From an optimization exercise on the open Yosys and OpenROAD flow, aimed at small area, a short achievable clock period and few clock cycles per item; shortcuts taken in it are not production practice.
RTL that was checked went through simulation tests only; none was proved equivalent to the original.
The RTL of run 4 was laid out without a check of its function.
Power and IR drop assume default switching activity.

--- config.mk ---
export PLATFORM = sky130hd
export DESIGN_NAME = fquot
export DESIGN_NICKNAME = fquot
export VERILOG_FILES = /design/flow/design.v
export SDC_FILE = /design/flow/constraint.sdc
export NUM_CORES = 4
export LEC_CHECK = 0
export CAP_MARGIN = 20
export CORE_MARGIN = 2
export CORE_UTILIZATION = 40
export SETUP_SLACK_MARGIN = 5
export SLEW_MARGIN = 20
--- constraint.sdc ---
create_clock -name core_clock -period 10.0 [get_ports {clk}]
set_input_delay 2.0000 -clock core_clock [delete_from_list [all_inputs] [get_ports {clk}]]
set_output_delay 2.0000 -clock core_clock [all_outputs]
set_load 0.01 [all_outputs]
--- design.v ---
module fquot (
    input  wire        clk,
    input  wire        rst,         
    input  wire        start,
    input  wire [47:0] n,
    input  wire [31:0] d,
    output reg         busy,
    output reg         done,
    output reg  [63:0] q
);
    reg        dvd;             
    reg        zn, zd;          
    reg [31:0] rem;             
    reg [31:0] dv;              
    reg [5:0]  en;              
    reg [4:0]  ed;              
    reg [4:0]  cnt;             
    reg [2:0] bn;
    reg [1:0] bd;
    integer i;
    always @* begin
        bn = 3'd5;
        for (i = 0; i < 6; i = i + 1)
            if (n[8*i +: 8] != 8'd0) bn = 3'd5 - i[2:0];
        bd = 2'd3;
        for (i = 0; i < 4; i = i + 1)
            if (d[8*i +: 8] != 8'd0) bd = 2'd3 - i[1:0];
    end
    wire [47:0] n_b = n << {bn, 3'd0};
    wire [31:0] d_b = d << {bd, 3'd0};
    wire        n_ok  = rem[31] || rem[30];
    wire        n_z2  = (rem[30:29] == 2'd0);
    wire        d_ok  = dv[31];
    wire        d_z2  = (dv[31:30] == 2'd0);
    wire        spec  = zn || zd;
    wire [33:0] x     = {rem, q[63:62]};
    wire [34:0] a3    = {1'b0, x};
    wire [34:0] b3    = ~{3'd0, dv};
    wire [34:0] e3    = ~{2'd0, dv, 1'b0};
    wire [34:0] ss3   = a3 ^ b3 ^ e3;
    wire [34:0] cc3   = (a3 & b3) | (a3 & e3) | (b3 & e3);
    wire [34:0] s1    = {1'b0, x} - {3'd0, dv};
    wire [34:0] s2    = {1'b0, x} - {2'd0, dv, 1'b0};
    wire [34:0] s3    = ss3 + {cc3[33:0], 1'b0} + 35'd2;
    wire        c1    = !s1[34];
    wire        c2    = !s2[34];
    wire        c3    = !s3[34];
    wire        go    = dvd || (n_ok && d_ok);
    wire        fix   = !dvd && !c2;                
    wire        last  = (cnt == 5'd26);
    wire        qh    = c2;
    wire        ql    = c3 || (c1 && !c2);
    wire [31:0] rd    = c3 ? s3[31:0] : c2 ? s2[31:0] : c1 ? s1[31:0] : x[31:0];
    wire [1:0]  dsh   = d_ok ? 2'd0 : d_z2 ? 2'd2 : 2'd1;
    wire [31:0] dvn   = dsh == 2'd2 ? {dv[29:0], 2'd0} :
                        dsh == 2'd1 ? {dv[30:0], 1'b0} : dv;
    wire [63:0] half   = dvd ? 64'd0 : {20'd0, dv[31:1], 13'd0};
    wire [6:0]  em1    = 7'd15 + {2'd0, ed} - {1'b0, en};
    wire [10:0] ebits  = {~em1[6], {3{em1[6]}}, em1};
    always @(posedge clk) begin
        if (rst) begin
            busy <= 1'b0;
            done <= 1'b0;
        end else begin
            done <= 1'b0;
            if (!busy) begin
                if (start)
                    busy <= 1'b1;
            end else if (spec || (go && !fix && last)) begin
                busy <= 1'b0;
                done <= 1'b1;
            end
        end
    end
    always @(posedge clk) begin
        if (!busy) begin
            rem <= {1'b0, n_b[47:17]};
            dv  <= d_b;
            zn  <= (n == 48'd0);
            zd  <= (d == 32'd0);
            en  <= {bn, 3'd0};
            ed  <= {bd, 3'd0};
            cnt <= 5'd0;
            dvd <= 1'b0;
            if (start)
                q <= {n_b[16:0], 47'd0};
        end else if (spec) begin
            q <= {1'b0, {11{zd}}, 52'd0};
        end else if (go && !fix) begin
            dvd <= 1'b1;
            rem <= rd;
            cnt <= cnt + 5'd1;
            if (last)
                q <= {1'b0, ebits, q[50:0], qh};
            else
                q <= {q[61:0], qh, ql} | half;
        end else begin
            if (go || !n_ok) begin
                if (go || !n_z2) begin
                    rem <= x[32:1];
                    q   <= {q[62:0], 1'b0};
                    en  <= en + 6'd1;
                end else begin
                    rem <= x[31:0];
                    q   <= {q[61:0], 2'd0};
                    en  <= en + 6'd2;
                end
            end
            dv <= dvn;
            ed <= ed + {3'd0, dsh};
        end
    end
endmodule
--- flow/run.sh ---
#!/bin/bash
# The standard layout (standard.sh, unchanged synthesis and steps), with
# the port buffers made from sky130_fd_sc_hd__buf_1 instead of the delay
# cell buffer_ports picks by default, and timing repair aiming for 5.8 ns of
# setup slack.  make's full output goes to make.log.
set -euo pipefail
bash standard.sh "BUFFER_PORTS_ARGS=-buffer_cell sky130_fd_sc_hd__buf_1" SETUP_SLACK_MARGIN=5.8 finish > make.log 2>&1
--- standard.sh ---
#!/bin/bash
# synth_recipe.tcl (not shown) runs the flow's synth.tcl, then flattens the netlist and writes it again
# the make line also repeats each setting of config.mk as NAME=value (left out here)
make -C /OpenROAD-flow-scripts/flow DESIGN_CONFIG=/design/flow/config.mk WORK_HOME=/design/flow/orfs CLKGATE_MAP_FILE= SYNTH_SCRIPT=/design/flow/synth_recipe.tcl "${@:-finish}"
==> flow_metrics.py, run 1 <==
metrics = {
    "status": {
        "outcome": "timing/DRC/antenna clean",
    },
    "setup_path": {
        "startpoint_type": "flop",
        "path_cells": "inv_2, fa_1, inv_2, ha_4, ha_4, fa_2, a211oi_2, o21ai_2, o221a_4, o21ai_4, a21boi_2, a311o_1, xor2_4, buf_8, and2_4, a211oi_2, o21ai_0",
        "slowest_stage": "fa_1",
        "path_class": "flop to flop",
        "max_stage_delay_ns": 0.55,
        "cp_data_required_time_ns": 10.20,
        "worstPathMaxFanout": 7,
        "cp.arrival_ns": 4.50,
        "endpoint_kind": "flop",
    },
    "sta": {
        "period_share_pct": 43.1,
        "fin_setup_tns_ns": 0,
        "finalCriticalPeriod_ns": 4.31,
        "worstMarginPinSlew_ns": 1.01,
        "fmax_mhz": 232,
        "finClkSkew_ns": 0.0185,
        "maxSlewHeadroom_pct": 32.2,
        "setup_violations": 0,
        "rsz0062_at_grt": "yes",
        "hold_violations": 0,
        "maxSlewViolCount": 0,
    },
    "logic_synthesis": {
        "ys_types": 81,
        "synth_edf_count": 134,
        "synth.avg_cell_area_um2": 8.08,
        "synth_ff_type": "edfxtp_1",
        "synth-seq-cells": 149,
        "synth_area_um2": 16300,
        "yosys_warnings": 1,
        "syn_inst": 2021,
        "seq_area_frac_synth_pct": 26.5,
        "async_reset_ff_share_pct": 0,
        "synthesis.nets": 2287,
    },
    "floorplanning": {
        "row_count": 74,
        "ioPinCount": 149,
        "start_util_pct": 40.3,
        "core_area_um2": 40600,
        "fp.dieW_um": 206,
        "dieArea_um2": 42500,
        "die_h_um": 206,
    },
    "route": {
        "wire_per_inst_um": 23.9,
        "drc": 0,
        "vias": 17103,
        "ant_nets": 0,
        "drt-initial-drc-count": 1646,
        "wl_mm": 65.9,
        "firstDrtPassIters": 6,
        "viasPerCell": 6.20,
    },
    "cts": {
        "cts_buffer_depth": 2,
        "hold_buffers": 0,
        "cts_tree": "built",
        "htree_levels": 4,
        "clk_latency_ns": 0.47,
        "clk_pin_slew_ns": 0.07,
        "root_buffer": "clkbuf_16",
        "numClockSinks": 149,
        "numCtsBuffers": 17,
    },
    "power_and_ir_drop": {
        "p_per_area_nw_per_um2": 296,
        "total_power_w": 0.00587,
        "clock_power_share_pct": 11.9,
        "power.internal_w": 0.00289,
        "ir_worst_vdd_mv": 0.152,
        "seqPwrFrac_pct": 16.7,
        "p_comb_share_pct": 71.4,
        "netSwitchingFraction_pct": 50.7,
        "power_leakage_nw": 7.87,
        "p_switching_w": 0.00298,
    },
    "global_routing": {
        "grt_use_total_pct": 30.4,
        "grt_pass1_vias": 15892,
        "grt_max_degree": 60,
        "grt_pass1_wl_mm": 97.2,
        "grt_overflow_total": 0,
        "antenna_found_initial": 0,
    },
    "cells_and_area": {
        "nNetsFinal": 2480,
        "mostFrequentLayoutCells": "a21oi_1 (215), nand2_1 (213), nor2_1 (172)",
        "drive_gt1_share_pct": 14.2,
        "syn2layout_area_growth_pct": 21.2,
        "final_common_cell": "a21oi_1",
    },
    "worst_hold_path": {
        "min_path_type": "flop to flop",
    },
    "place": {
        "portBuffers": 148,
        "dpl.hpwl_mm": 49.7,
        "gp_congestion": 0.957,
    },
    "flow_run": {
        "cap_viol_max_count": 0,
    },
}
## critical path: cells and delay by family, from the launching register on
family,cells,cell delay (ns)
xor+xnor,1,0.19
fa+ha+maj,4,1.35
flops,1,0.38
simple gates,1,0.22
compound gates,8,1.60
buf+inv,3,0.28
## metrics by stage
step	utilization, %	cell area, µm²	hold WS, ns	cells	setup slack (ns)
global placement	42.9	17400	0.504	2628	4.52
CTS	46.7	18900	0.538	2706	5.70
floorplan	-	16400	0.457	2021	5.81
finish	48.8	19800	0.532	2759	5.69
detailed placement	42.9	17400	0.527	2628	4.40
global route	48.8	19800	0.563	2758	5.61
## worst paths after layout
path | slack (ns) | cells after the start | start | end
hold reg to reg | 0.53 | 2 | ed[0] | ed[0]
setup reg to reg | 5.69 | 17 | rem[0] | rem[9]
hold / removal | 0.53 | 2 | ed[0] | ed[0]
setup / recovery | 5.69 | 17 | rem[0] | rem[9]
## layout make-up
type / count / area [µm²]
clock inverter: 14 / 176
timing repair buffer: 267 / 1600
sequential: 149 / 4330
inverter: 154 / 578
multi-input combinational: 1625 / 12000
tap: 532 / 666
fill: 3990 / 20800
antenna: 1 / 2.50
clock buffer: 17 / 425
## logic make-up after synthesis
family | count (synthesis) | share of synthesized area, %
AO/OA/AOI/OAI | 722 | 27.8
flip-flops | 149 | 26.5
XOR/XNOR | 87 | 4.67
AND/OR/NAND/NOR | 568 | 15.6
adder cells (fa/ha/maj) | 183 | 15.7
multiplexers | 62 | 3.80
buffers and inverters | 250 | 6.05
## sequential cells by signal, indices dropped and copies added, names as in the netlist, 5 cells and up
name,cells
q,64
dv,32
rem,32
en,6
cnt,5
ed,5
## routing by layer
metal  share of wire (%)  track usage (%)  wire (µm)
met4                 3.6             11.2       2370
met1                  43             42.1      28000
met5                   0                0          0
met2                  45             47.4      29700
met3                 8.8             5.20       5800
## power by group through the flow
stage                     sequential (W)  clock (W)  combinational [W]
after global placement           0.00100          0            0.00329
after detailed placement         0.00101          0            0.00332
after floorplan                 0.000935          0            0.00237
after global routing            0.000985   0.000720            0.00451
final                           0.000977   0.000699            0.00419
after CTS                       0.000980   0.000701            0.00375
## cells in the mapped netlist (13+ instances only)
| cell type | instances | area share [%] |
|---|---|---|
| a31oi_1 | 23 | 0.88 |
| inv_1 | 153 | 3.5 |
| mux2i_1 | 62 | 3.8 |
| clkbuf_1 | 66 | 1.5 |
| nand3_1 | 23 | 0.70 |
| nor2_1 | 183 | 4.2 |
| xnor2_1 | 54 | 2.9 |
| nor4_1 | 17 | 0.65 |
| nand2_1 | 220 | 5.1 |
| nand2b_1 | 21 | 0.80 |
| o22ai_1 | 20 | 0.77 |
| and3_1 | 13 | 0.50 |
| o221ai_1 | 31 | 1.7 |
| buf_2 | 18 | 0.55 |
| a21o_1 | 34 | 1.6 |
| dfxtp_1 | 15 | 1.8 |
| o21a_1 | 19 | 0.87 |
| a211oi_1 | 38 | 1.7 |
| o211ai_1 | 23 | 1.1 |
| edfxtp_1 | 134 | 25 |
| o21ai_0 | 173 | 5.3 |
| a21oi_1 | 229 | 7.0 |
| nand4_1 | 13 | 0.50 |
| a22oi_1 | 15 | 0.69 |
| fa_1 | 36 | 4.4 |
| xor2_1 | 33 | 1.8 |
| ha_1 | 147 | 11 |
| nor3_1 | 24 | 0.74 |
| nor2b_1 | 15 | 0.57 |
## what timing repair did
action	CTS	global route
endpoints found under the setup margin	89	96
pin swaps	21	39
resized for setup	104	100
setup buffers	44	51
gates cloned	3	1
Testbench counts, summed over its fixed seeds: cycles 15,736, divisions 512.
==> run 2, diff against run 1 <==
==> flow/run.sh (replaced) <==
#!/bin/bash
# The standard layout (standard.sh, unchanged synthesis and steps), with
# the port buffers made from sky130_fd_sc_hd__buf_1 instead of the delay
# cell buffer_ports picks by default, and timing repair aiming for 5.6 ns of
# setup slack.  make's full output goes to make.log.
set -euo pipefail
bash standard.sh "BUFFER_PORTS_ARGS=-buffer_cell sky130_fd_sc_hd__buf_1" SETUP_SLACK_MARGIN=5.6 finish > make.log 2>&1
==> run 2 against run 1 <==
  * First-iteration DRC count rose by 20%
  * Clock power fell by 7.3%
  * Still clean
  * Die area unchanged
  * Cell count decreased by 0.72%
  * Sequential power down 0.5%
  * Combinational power down 3%
  * Critical path type unchanged
  * Sequential share of layout area rose by 0.73 points
  * Core utilization shrank 1.6 points
==> flow_metrics.py, run 2 <==
metrics = {
    "status": {
        "outcome": "timing/DRC/antenna clean",
    },
    "floorplanning": {
        "row_count": 74,
        "die_h_um": 206,
        "start_util_pct": 40.3,
        "ioPinCount": 149,
        "fp.dieW_um": 206,
        "dieArea_um2": 42500,
        "core_area_um2": 40600,
    },
    "sta": {
        "worstMarginPinSlew_ns": 0.945,
        "rsz0062_at_grt": "yes",
        "period_share_pct": 44.2,
        "fmax_mhz": 226,
        "maxSlewHeadroom_pct": 37.0,
        "finClkSkew_ns": 0.0124,
        "hold_violations": 0,
        "fin_setup_tns_ns": 0,
        "hold_ws_ns": 0.512,
        "setup_violations": 0,
        "finalCriticalPeriod_ns": 4.42,
        "maxSlewViolCount": 0,
    },
    "cts": {
        "clk_latency_ns": 0.48,
        "cts_buffer_depth": 2,
        "cts_tree": "built",
        "numCtsBuffers": 17,
        "clk_pin_slew_ns": 0.07,
        "htree_levels": 4,
        "numClockSinks": 149,
        "root_buffer": "clkbuf_16",
    },
    "cells_and_area": {
        "final_common_cell": "a21oi_1",
        "syn2layout_area_growth_pct": 17.3,
        "nNetsFinal": 2460,
        "top_register": "q",
        "n_antenna_cell": 0,
        "mostFrequentLayoutCells": "a21oi_1 (220), nand2_1 (215), nor2_1 (175)",
        "largest_reg_flops": 64,
        "drive_gt1_share_pct": 10.7,
        "top_regs": "q (64), dv (32), rem (32)",
    },
    "logic_synthesis": {
        "ys_types": 81,
        "yosysMostFrequentCell": "a21oi_1",
        "synth_ff_type": "edfxtp_1",
        "synth_edf_count": 134,
        "synth_xor_area_share_pct": 4.67,
        "async_reset_ff_share_pct": 0,
        "seq_area_frac_synth_pct": 26.5,
        "yosys-top-cells-area": "edfxtp_1 (25%), ha_1 (11%), a21oi_1 (7.0%)",
        "synthMuxAreaShare_pct": 3.80,
        "synth_area_um2": 16300,
        "syn_inst": 2021,
        "synth_fa_ha_area_share_pct": 15.7,
        "yosys_warnings": 1,
        "yosys.area_share.simple_pct": 15.6,
        "synthesis.nets": 2287,
        "synth_compound_area_share_pct": 27.8,
        "synth_top_area_cell": "edfxtp_1",
        "synthTopCellsByCount": "a21oi_1 (229), nand2_1 (220), nor2_1 (183)",
        "synth_top_area_share_pct": 24.6,
        "synth.avg_cell_area_um2": 8.08,
        "synth_top_family_by_area": "compound AO/OA/AOI/OAI gates",
        "synth-seq-cells": 149,
    },
    "setup_path": {
        "max_stage_delay_ns": 0.52,
        "path_class": "flop to flop",
        "path_cells": "buf_6, fa_1, inv_2, ha_4, ha_4, a21oi_4, o21bai_1, or3b_4, o21ai_4, a21boi_2, a311o_1, xor2_4, clkbuf_16, and2_4, a221oi_1, nand2_1",
        "r2r_cells": 16,
        "critical_path_cell_count": 16,
        "startpoint_type": "flop",
        "worstPathMaxFanout": 7,
        "slowest_stage": "edfxtp_1",
        "path_common_cell": "ha_4",
        "endpoint_kind": "flop",
        "cp_data_required_time_ns": 10.23,
        "cp_num_buf_inv": 3,
        "crit_family": "compound AO/OA/AOI/OAI gates",
        "cp.arrival_ns": 4.65,
    },
    "flow_run": {
        "cap_viol_max_count": 0,
    },
    "route": {
        "viasPerCell": 6.24,
        "vias": 17078,
        "drt-initial-drc-count": 1974,
        "wl_mm": 68.0,
        "wire_per_inst_um": 24.8,
        "drc": 0,
        "firstDrtPassIters": 6,
        "ant_nets": 0,
    },
    "worst_hold_path": {
        "min_path_type": "flop to flop",
        "whs_path_depth": 2,
    },
    "global_routing": {
        "grt_pass1_vias": 15859,
        "grt_use_total_pct": 31.5,
        "antenna_found_initial": 3,
        "grt_overflow_total": 0,
        "grt_max_degree": 78,
        "grt_pass1_wl_mm": 99.9,
    },
    "place": {
        "dpl.hpwl_mm": 50.9,
        "portBuffers": 148,
        "gp_congestion": 1.03,
    },
    "power_and_ir_drop": {
        "p_per_area_nw_per_um2": 298,
        "ir_worst_vdd_mv": 0.140,
        "power_leakage_nw": 7.68,
    },
}
-- run 2: logic make-up (layout without fill, tap and decap cells) --
| group | Yosys count | count (layout) |
|---|---|---|
| muxes | 62 | 62 |
| DFF | 149 | 149 |
| and+or+nand+nor | 568 | 570 |
| AOI/OAI and AO/OA | 722 | 722 |
| buffers and inverters | 250 | 434 |
| xor gates and xnor gates | 87 | 87 |
| adders and majority gates | 183 | 183 |
-- run 2: per-stage QoR --
| stage | total power (W) | std cells | cell area (µm²) | utilization, % | setup slack [ns] |
|---|---|---|---|---|---|
| 2_1_floorplan | 0.00330 | 2021 | 16300 | - | 5.62 |
| 3_3_place_gp | 0.00437 | 2629 | 17400 | 42.8 | 4.30 |
| 3_5_place_dp | 0.00439 | 2629 | 17400 | 42.8 | 4.28 |
| 4_1_cts | 0.00540 | 2706 | 18700 | 46.0 | 5.60 |
| 5_1_grt | 0.00605 | 2739 | 19200 | 47.2 | 5.49 |
| 6_report | 0.00570 | 2739 | 19200 | 47.2 | 5.58 |
-- run 2: final cells by class --
class | instances | area (µm²)
multi-input combinational | 1624 | 11600
timing repair buffer | 248 | 1420
tap | 532 | 666
clock inverter | 14 | 126
inverter | 154 | 578
clock buffer | 18 | 429
fill | 4028 | 21400
sequential | 149 | 4330
-- run 2: metal layers --
metal  track usage (%)  wire length (µm)
met3              5.49              5570
met2              48.7             30100
met5                 0                26
met1              43.4             29300
met4              13.0              3040
-- run 2: timing repair --
item	4_1_cts	5_1_grt
resized for setup	61	56
pin swaps	18	15
cloned	3	2
setup buffers	42	31
hold buffers	0	0
setup endpoints to repair	93	80
-- run 2: path summary, 6_finish.rpt --
path	from	end	slack, ns
setup / recovery	dv[10]	rem[2]	5.58
hold reg to reg	ed[0]	ed[0]	0.51
hold / removal	ed[0]	ed[0]	0.51
setup reg to reg	dv[10]	rem[2]	5.58
-- run 2: worst reg2reg max path, stage by stage (launching register included) --
cell	delay (ns)
edfxtp_1	0.52
buf_6	0.18
fa_1	0.49
inv_2	0.05
ha_4	0.24
ha_4	0.27
a21oi_4	0.16
o21bai_1	0.11
or3b_4	0.42
o21ai_4	0.23
a21boi_2	0.10
a311o_1	0.35
xor2_4	0.21
clkbuf_16	0.19
and2_4	0.22
a221oi_1	0.33
nand2_1	0.10
-- run 2: power breakdown --
part           total [W]  switching [W]  internal (W)
registers       0.000972       0.000161      0.000810
clock network   0.000648       0.000304      0.000344
logic            0.00408        0.00249       0.00159
==> run 3, diff against run 2 <==
--- a/config.mk
+++ b/config.mk
@@ -7,3 +7,3 @@
 export LEC_CHECK = 0
-export CAP_MARGIN = 20
+export CAP_MARGIN = 10
 export CORE_MARGIN = 2
@@ -11,2 +11,2 @@
 export SETUP_SLACK_MARGIN = 5
-export SLEW_MARGIN = 20
+export SLEW_MARGIN = 10
==> run 3 against run 2 <==
  * Still clean
  * Cell count stayed put
  * Clock skew stayed put
  * Sequential cell count stayed put
  * Sequential power hardly changed
  * Register-to-register slack hardly changed
  * Fmax stayed put
  * Setup slack stayed put
  * First-iteration DRC count stayed put
  * Clock power hardly changed
  * Global-route usage stayed put
  * Non-clock buffer count stayed put
  * Largest power group unchanged
==> flow_metrics.py, run 3 <==
metrics = {
    "logic_synthesis": {
        "async_reset_ff_share_pct": 0,
        "synth_top_area_cell": "edfxtp_1",
        "synth.avg_cell_area_um2": 8.08,
        "yosysMostFrequentCell": "a21oi_1",
        "syn_inst": 2021,
        "yosys_warnings": 1,
        "synth_ff_type": "edfxtp_1",
        "yosys-top-cells-area": "edfxtp_1 (25%), ha_1 (11%), a21oi_1 (7.0%)",
        "synth-seq-cells": 149,
        "seq_area_frac_synth_pct": 26.5,
        "synth_area_um2": 16300,
        "synth_top_area_share_pct": 24.6,
        "ys_types": 81,
        "synthesis.nets": 2287,
        "synthTopCellsByCount": "a21oi_1 (229), nand2_1 (220), nor2_1 (183)",
        "synth_edf_count": 134,
    },
    "sta": {
        "rsz0062_at_grt": "yes",
        "hold_violations": 0,
        "fin_setup_tns_ns": 0,
        "setup_violations": 0,
        "finClkSkew_ns": 0.0124,
        "maxSlewHeadroom_pct": 37.0,
        "fmax_mhz": 226,
        "setup_ws_ns": 5.58,
        "worstMarginPinSlew_ns": 0.945,
        "finalCriticalPeriod_ns": 4.42,
        "period_share_pct": 44.2,
        "maxSlewViolCount": 0,
    },
    "cells_and_area": {
        "nNetsFinal": 2460,
        "mostFrequentLayoutCells": "a21oi_1 (220), nand2_1 (215), nor2_1 (175)",
        "fill_cells": 4028,
        "drive_gt1_share_pct": 10.7,
        "largest_reg_flops": 64,
        "n_antenna_cell": 0,
        "final_area_um2": 19200,
        "final_common_cell": "a21oi_1",
        "top_regs": "q (64), dv (32), rem (32)",
        "syn2layout_area_growth_pct": 17.3,
        "top_register": "q",
    },
    "global_routing": {
        "antenna_found_initial": 3,
        "grt_max_degree": 78,
        "grt_pass1_wl_mm": 99.9,
        "grt_use_total_pct": 31.5,
        "grt_pass1_vias": 15859,
        "grt_overflow_total": 0,
    },
    "setup_path": {
        "path_cells": "buf_6, fa_1, inv_2, ha_4, ha_4, a21oi_4, o21bai_1, or3b_4, o21ai_4, a21boi_2, a311o_1, xor2_4, clkbuf_16, and2_4, a221oi_1, nand2_1",
        "cp_num_buf_inv": 3,
        "cp.arrival_ns": 4.65,
        "crit_family": "compound AO/OA/AOI/OAI gates",
        "cp_data_required_time_ns": 10.23,
        "path_common_cell": "ha_4",
        "max_stage_delay_ns": 0.52,
        "startpoint_type": "flop",
        "path_class": "flop to flop",
        "endpoint_kind": "flop",
        "slowest_stage": "edfxtp_1",
        "r2r_slack_ns": 5.58,
        "worstPathMaxFanout": 7,
    },
    "route": {
        "firstDrtPassIters": 6,
        "wire_per_inst_um": 24.8,
        "ant_nets": 0,
        "vias": 17078,
        "drt-initial-drc-count": 1974,
        "viasPerCell": 6.24,
        "wl_mm": 68.0,
        "drc": 0,
    },
    "power_and_ir_drop": {
        "ir_worst_vdd_mv": 0.140,
        "power_leakage_nw": 7.68,
        "p_per_area_nw_per_um2": 298,
    },
    "place": {
        "portBuffers": 148,
        "dpl_cell_area_um2": 17400,
        "pre_cts_slack_ns": 4.28,
        "dpl.hpwl_mm": 50.9,
        "gp_congestion": 1.03,
    },
    "cts": {
        "numClockSinks": 149,
        "numCtsBuffers": 17,
        "root_buffer": "clkbuf_16",
        "clk_latency_ns": 0.48,
        "clk_pin_slew_ns": 0.07,
        "htree_levels": 4,
        "cts_tree": "built",
        "cts_buffer_depth": 2,
    },
    "floorplanning": {
        "start_util_pct": 40.3,
        "ioPinCount": 149,
        "dieArea_um2": 42500,
        "fp.dieW_um": 206,
        "core_area_um2": 40600,
        "row_count": 74,
        "die_h_um": 206,
    },
    "worst_hold_path": {
        "min_path_type": "flop to flop",
    },
    "flow_run": {
        "cap_viol_max_count": 0,
    },
    "status": {
        "outcome": "timing/DRC/antenna clean",
    },
}
==> run 3: cell counts after synthesis <==
No cell type changed its count.
==> run 3: final cells by class <==
cell class / instances / area (µm²) / area share (%)
Clock inverter: 14 / 126 / 0.660
Inverter: 154 / 578 / 3.02
Sequential cell: 149 / 4330 / 22.6
Timing Repair Buffer: 248 / 1420 / 7.40
Clock buffer: 18 / 429 / 2.24
Tap cell: 532 / 666 / 3.47
Multi-Input combinational cell: 1624 / 11600 / 60.6
==> run 3: final timing paths <==
| path | from | to | depth (start not counted) |
|---|---|---|---|
| worst min register to register | ed[0] | ed[0] | 2 |
| worst min-delay path | ed[0] | ed[0] | 2 |
| worst max-delay path | dv[10] | rem[2] | 16 |
| worst max register to register | dv[10] | rem[2] | 16 |
==> run 3: report_power, final <==
group | switching, W | total [W] | internal (W)
sequential | 0.000161 | 0.000972 | 0.000810
combinational | 0.00249 | 0.00408 | 0.00159
clock | 0.000304 | 0.000648 | 0.000344
==> run 3: worst min-delay path, stage by stage (launching register included) <==
cell and delay [ns]:
dfxtp_1 0.34, nand2_1 0.07, a21oi_1 0.06
==> run 3: metrics by stage <==
step / cells / hold slack, ns / total power (W) / utilization, %
after CTS: 2706 / 0.520 / 0.00540 / 46.0
after floorplan: 2021 / 0.457 / 0.00330 / -
final: 2739 / 0.512 / 0.00570 / 47.2
after detailed placement: 2629 / 0.511 / 0.00439 / 42.8
after global placement: 2629 / 0.496 / 0.00437 / 42.8
after global routing: 2739 / 0.544 / 0.00605 / 47.2
==> run 3: layer usage <==
| metal | up-vias | wire length, µm | track usage (%) |
|---|---|---|---|
| met3 | 172 | 5570 | 5.49 |
| met4 | 4 | 3040 | 13.0 |
| met1 | 8216 | 29300 | 43.4 |
| met2 | 883 | 30100 | 48.7 |
| li1 | 7803 | - | - |
| met5 | - | 26 | 0 |
==> run 3: kinds of logic after synthesis <==
kind of cell             Yosys count  share of synthesized area (%)
flip-flops                       149                           26.5
buffers and inverters            250                           6.05
adder cells (fa/ha/maj)          183                           15.7
AND/OR/NAND/NOR                  568                           15.6
XOR/XNOR                          87                           4.67
AO/OA/AOI/OAI                    722                           27.8
multiplexers                      62                           3.80
==> run 3: repair_timing <==
item	4_1_cts	5_1_grt
setup endpoints to repair	93	80
resized for setup	61	56
hold buffers	0	0
pin swaps	18	15
setup buffers	42	31
gates cloned	3	2
==> run 4, diff against run 3 <==
--- a/design.v
+++ b/design.v
@@ -11,2 +11,3 @@
     reg        dvd;             
+    reg        fx;              
     reg        zn, zd;          
@@ -30,3 +31,3 @@
     wire [31:0] d_b = d << {bd, 3'd0};
-    wire        n_ok  = rem[31] || rem[30];
+    wire        n_ok  = rem[30];
     wire        n_z2  = (rem[30:29] == 2'd0);
@@ -56,4 +57,5 @@
                         dsh == 2'd1 ? {dv[30:0], 1'b0} : dv;
-    wire [63:0] half   = dvd ? 64'd0 : {20'd0, dv[31:1], 13'd0};
-    wire [6:0]  em1    = 7'd15 + {2'd0, ed} - {1'b0, en};
+    wire [63:0] half   = (cnt != 5'd1) ? 64'd0 :
+                         fx ? {19'd0, dv[31:1], 14'd0} : {18'd0, dv[31:1], 15'd0};
+    wire [6:0]  em1    = 7'd15 + {2'd0, ed} - {1'b0, en} - {6'd0, fx};
     wire [10:0] ebits  = {~em1[6], {3{em1[6]}}, em1};
@@ -68,3 +70,3 @@
                     busy <= 1'b1;
-            end else if (spec || (go && !fix && last)) begin
+            end else if (spec || (go && last)) begin
                 busy <= 1'b0;
@@ -84,2 +86,3 @@
             dvd <= 1'b0;
+            fx  <= 1'b0;
             if (start)
@@ -88,13 +91,17 @@
             q <= {1'b0, {11{zd}}, 52'd0};
-        end else if (go && !fix) begin
+        end else if (go) begin
             dvd <= 1'b1;
+            if (!dvd)
+                fx <= fix;
             rem <= rd;
             cnt <= cnt + 5'd1;
-            if (last)
+            if (!last)
+                q <= {q[61:0], qh, ql} | half;
+            else if (fx)
+                q <= {1'b0, ebits, q[49:0], qh, ql};
+            else
                 q <= {1'b0, ebits, q[50:0], qh};
-            else
-                q <= {q[61:0], qh, ql} | half;
         end else begin
-            if (go || !n_ok) begin
-                if (go || !n_z2) begin
+            if (!n_ok) begin
+                if (!n_z2) begin
                     rem <= x[32:1];
==> run.sh (new file) <==
#!/bin/bash
# synth_recipe.tcl (not shown) runs the flow's synth.tcl, then flattens the netlist and writes it again
# the make line also repeats each setting of config.mk as NAME=value (left out here)
make -C /OpenROAD-flow-scripts/flow DESIGN_CONFIG=/design/flow/config.mk WORK_HOME=/design/flow/orfs CLKGATE_MAP_FILE= SYNTH_SCRIPT=/design/flow/synth_recipe.tcl finish
--- a/config.mk
+++ b/config.mk
@@ -7,3 +7,3 @@
 export LEC_CHECK = 0
-export CAP_MARGIN = 10
+export CAP_MARGIN = 20
 export CORE_MARGIN = 2
@@ -11,2 +11,2 @@
 export SETUP_SLACK_MARGIN = 5
-export SLEW_MARGIN = 10
+export SLEW_MARGIN = 20
removed: flow/run.sh
removed: standard.sh
==> run 4 against run 3 <==
  * Still clean
  * Core utilization is 0.46 points higher
  * Sequential power is 8% higher
  * Register-to-register slack worse by 0.48 ns
  * Area after synthesis is 2.4% higher
  * Total power is 1.9% lower
  * Non-clock buffer count is 61 lower
  * Cell count is 1.7% lower
  * Clock skew is 0.0053 ns higher
  * Fmax is 10% lower
  * Critical endpoint is now rem[22]
  * Largest cell class unchanged
  * Largest power group unchanged
==> flow_metrics.py, run 4 <==
metrics = {
    "sta": {
        "finalCriticalPeriod_ns": 4.92,
        "period_share_pct": 49.2,
        "hold_violations": 0,
        "hold_ws_ns": 0.495,
        "fin_setup_tns_ns": 0,
        "rsz0062_at_grt": "yes",
        "maxSlewHeadroom_pct": 31.8,
        "setup_violations": 0,
        "worstMarginPinSlew_ns": 1.02,
        "fmax_mhz": 203,
        "finClkSkew_ns": 0.0177,
        "maxSlewViolCount": 0,
    },
    "setup_path": {
        "r2r_cells": 18,
        "max_stage_delay_ns": 0.65,
        "startpoint": "n[41]",
        "slowest_stage": "or4_1",
        "path_cells": "clkdlybuf4s50_1, or4_1, nor2_4, nand3_4, nand2b_4, buf_4, mux2i_1, a21oi_1, a221oi_1, o221a_2, o21ai_1",
        "r2r-end": "rem[2]",
        "endpoint": "rem[22]",
        "cp_data_required_time_ns": 10.21,
        "worstPathMaxFanout": 9,
        "endpoint_kind": "flop",
        "r2r_slack_ns": 5.10,
        "path_class": "input port to flop",
        "cp.arrival_ns": 5.13,
        "startpoint_type": "input port",
        "r2r-start": "rem[0]",
    },
    "place": {
        "gp_congestion": 0.914,
        "portBuffers": 148,
        "dpl_cell_area_um2": 18700,
        "dpl.hpwl_mm": 48.7,
    },
    "cts": {
        "cts_tree": "built",
        "hold_buffers": 0,
        "cts_buffer_depth": 2,
        "root_buffer": "clkbuf_16",
        "numCtsBuffers": 17,
        "htree_levels": 4,
        "numClockSinks": 150,
        "clk_pin_slew_ns": 0.08,
        "clk_latency_ns": 0.47,
    },
    "logic_synthesis": {
        "ys_types": 76,
        "synth_area_um2": 16700,
        "yosysMostFrequentCell": "nand2_1",
        "synth-seq-cells": 150,
        "synthTopCellsByCount": "nand2_1 (236), a21oi_1 (212), inv_1 (156)",
        "synth_top_area_share_pct": 24.1,
        "synth_edf_count": 134,
        "synthesis.nets": 2303,
        "synth_top_area_cell": "edfxtp_1",
        "syn_inst": 2031,
        "seq_area_frac_synth_pct": 26.0,
        "synth_ff_type": "edfxtp_1",
        "async_reset_ff_share_pct": 0,
        "synth.avg_cell_area_um2": 8.23,
        "yosys-top-cells-area": "edfxtp_1 (24%), ha_1 (11%), mux2i_1 (7.2%)",
        "yosys_warnings": 1,
    },
    "flow_run": {
        "cap_viol_max_count": 0,
    },
    "floorplanning": {
        "ioPinCount": 149,
        "start_util_pct": 40.8,
        "dieArea_um2": 43400,
        "die_h_um": 208,
        "fp.dieW_um": 208,
        "row_count": 74,
        "core_area_um2": 41000,
    },
    "route": {
        "drc": 0,
        "wire_per_inst_um": 23.2,
        "wl_mm": 62.6,
        "viasPerCell": 6.13,
        "drt-initial-drc-count": 1758,
        "vias": 16518,
        "ant_nets": 0,
        "firstDrtPassIters": 8,
    },
    "cells_and_area": {
        "final_core_util_pct": 47.7,
        "mostFrequentLayoutCells": "nand2_1 (235), a21oi_1 (211), inv_1 (156)",
        "top_regs": "q (64), dv (32), rem (32)",
        "drive_gt1_share_pct": 5.97,
        "top_register": "q",
        "nNetsFinal": 2420,
        "final_common_cell": "nand2_1",
        "largest_reg_flops": 64,
        "syn2layout_area_growth_pct": 17.0,
        "final_area_um2": 19600,
        "n_antenna_cell": 0,
    },
    "global_routing": {
        "grt_pass1_wl_mm": 94.6,
        "grt_max_degree": 71,
        "grt_use_total_pct": 28.3,
        "grt_pass1_vias": 15618,
        "antenna_found_initial": 0,
        "grt_overflow_total": 0,
    },
    "status": {
        "outcome": "timing/DRC/antenna clean",
    },
    "power_and_ir_drop": {
        "ir_worst_vdd_mv": 0.155,
        "p_per_area_nw_per_um2": 286,
        "power_leakage_nw": 7.90,
        "total_power_w": 0.00559,
    },
    "worst_hold_path": {
        "min_path_type": "flop to flop",
    },
}
## run 4: cell count changes after synthesis, moves of 8 or more
cell,change
a21oi_1,-17
nand2_1,+16
o22ai_1,+10
mux2i_1,+58
nor3_1,+39
nor2_1,-36
a221oi_1,+14
o21ai_0,-51
xor2_1,+8
a211o_1,-8
o221ai_1,-14
## run 4: worst min-delay path by stage
stage               startpoint  endpoint  slack, ns  depth (start not counted)
finish                   ed[0]     ed[0]       0.49                          2
global route             ed[2]     ed[2]       0.52                          2
CTS                      ed[2]     ed[2]       0.49                          2
detailed placement       ed[2]     ed[2]       0.48                          2
global placement         ed[2]     ed[2]       0.46                          2
floorplan                ed[0]     ed[0]       0.46                          2
## run 4: kinds of logic after synthesis
family | Yosys count | synth area share (%)
AO/OA/AOI/OAI | 643 | 24.4
AND/OR/NAND/NOR | 586 | 15.7
flip-flops | 150 | 26.0
adder cells (fa/ha/maj) | 189 | 15.8
multiplexers | 122 | 7.32
buffers and inverters | 249 | 5.78
XOR/XNOR | 92 | 4.98
## run 4: what timing repair did
item | CTS | global route
resized for setup | 10 | 9
pin swaps | 1 | 1
buffers inserted | 11 | 8
endpoints found under the setup margin | 34 | 17
cloned | 2 | 1
## run 4: routing by layer
| metal | routed length [µm] | track usage (%) | up-vias |
|---|---|---|---|
| met4 | 1940 | 9.25 | 0 |
| met3 | 4480 | 4.17 | 102 |
| met2 | 27300 | 42.9 | 776 |
| li1 | - | - | 7711 |
| met5 | 0 | 0 | - |
| met1 | 28800 | 41.0 | 7929 |
## run 4: final cells by class
cell class	instances	area, µm²
fillers	3994	21400
multi-input cells	1635	11600
flip-flops and latches	150	4350
repair buffers	187	1780
well taps	532	666
inverters	157	589
clock buffers	17	425
clock inverters	15	174
## run 4: critical path, delay by kind of cell
family	cells	cell delay, ns
multiplexers	1	0.20
buffers and inverters	2	0.67
AND/OR/NAND/NOR	4	1.41
AO/OA/AOI/OAI	4	0.85
## run 4: through the flow
step | std cells | worst slack (ns)
after floorplan | 2031 | 5.54
after global routing | 2693 | 4.96
after global placement | 2638 | 3.97
after detailed placement | 2639 | 3.92
after CTS | 2684 | 5.05
final | 2693 | 5.08
## run 4: power breakdown
group | internal [W] | total, W | switching, W
clock | 0.000338 | 0.000671 | 0.000333
combinational | 0.00147 | 0.00387 | 0.00240
sequential | 0.000824 | 0.00105 | 0.000228

-- re-timing with driven ports --
Ports are ideal in the flow. The routed layouts listed here were re-timed in OpenROAD.
Step 1: set_driving_cell puts a clkbuf_16 on clk and a buf_2 on each other input, an assumption about the parent block.
Step 2 times the ports against the registers' clock, not the clock port: input delays grow and output delays shrink by t, the midpoint of the rising clock arrivals with the driver on.
Three values: ideal, step 1, step 2; two values: the first two.
run	shift t [ns]	setup WS [ns]	worst register clock-pin slew, ns
run 1	0.510	5.694 / 5.694 / 5.255	0.08 / 0.08
run 2	0.531	5.576 / 5.576 / 5.210	0.07 / 0.07
run 3	0.531	5.576 / 5.576 / 5.210	0.07 / 0.07
run 4	0.510	5.075 / 5.100 / 4.595	0.08 / 0.08
After both steps every run listed still meets setup and hold. The setup slack of run 4, which loses most, moves by +0.025 ns with the drivers and by -0.480 ns with both steps.
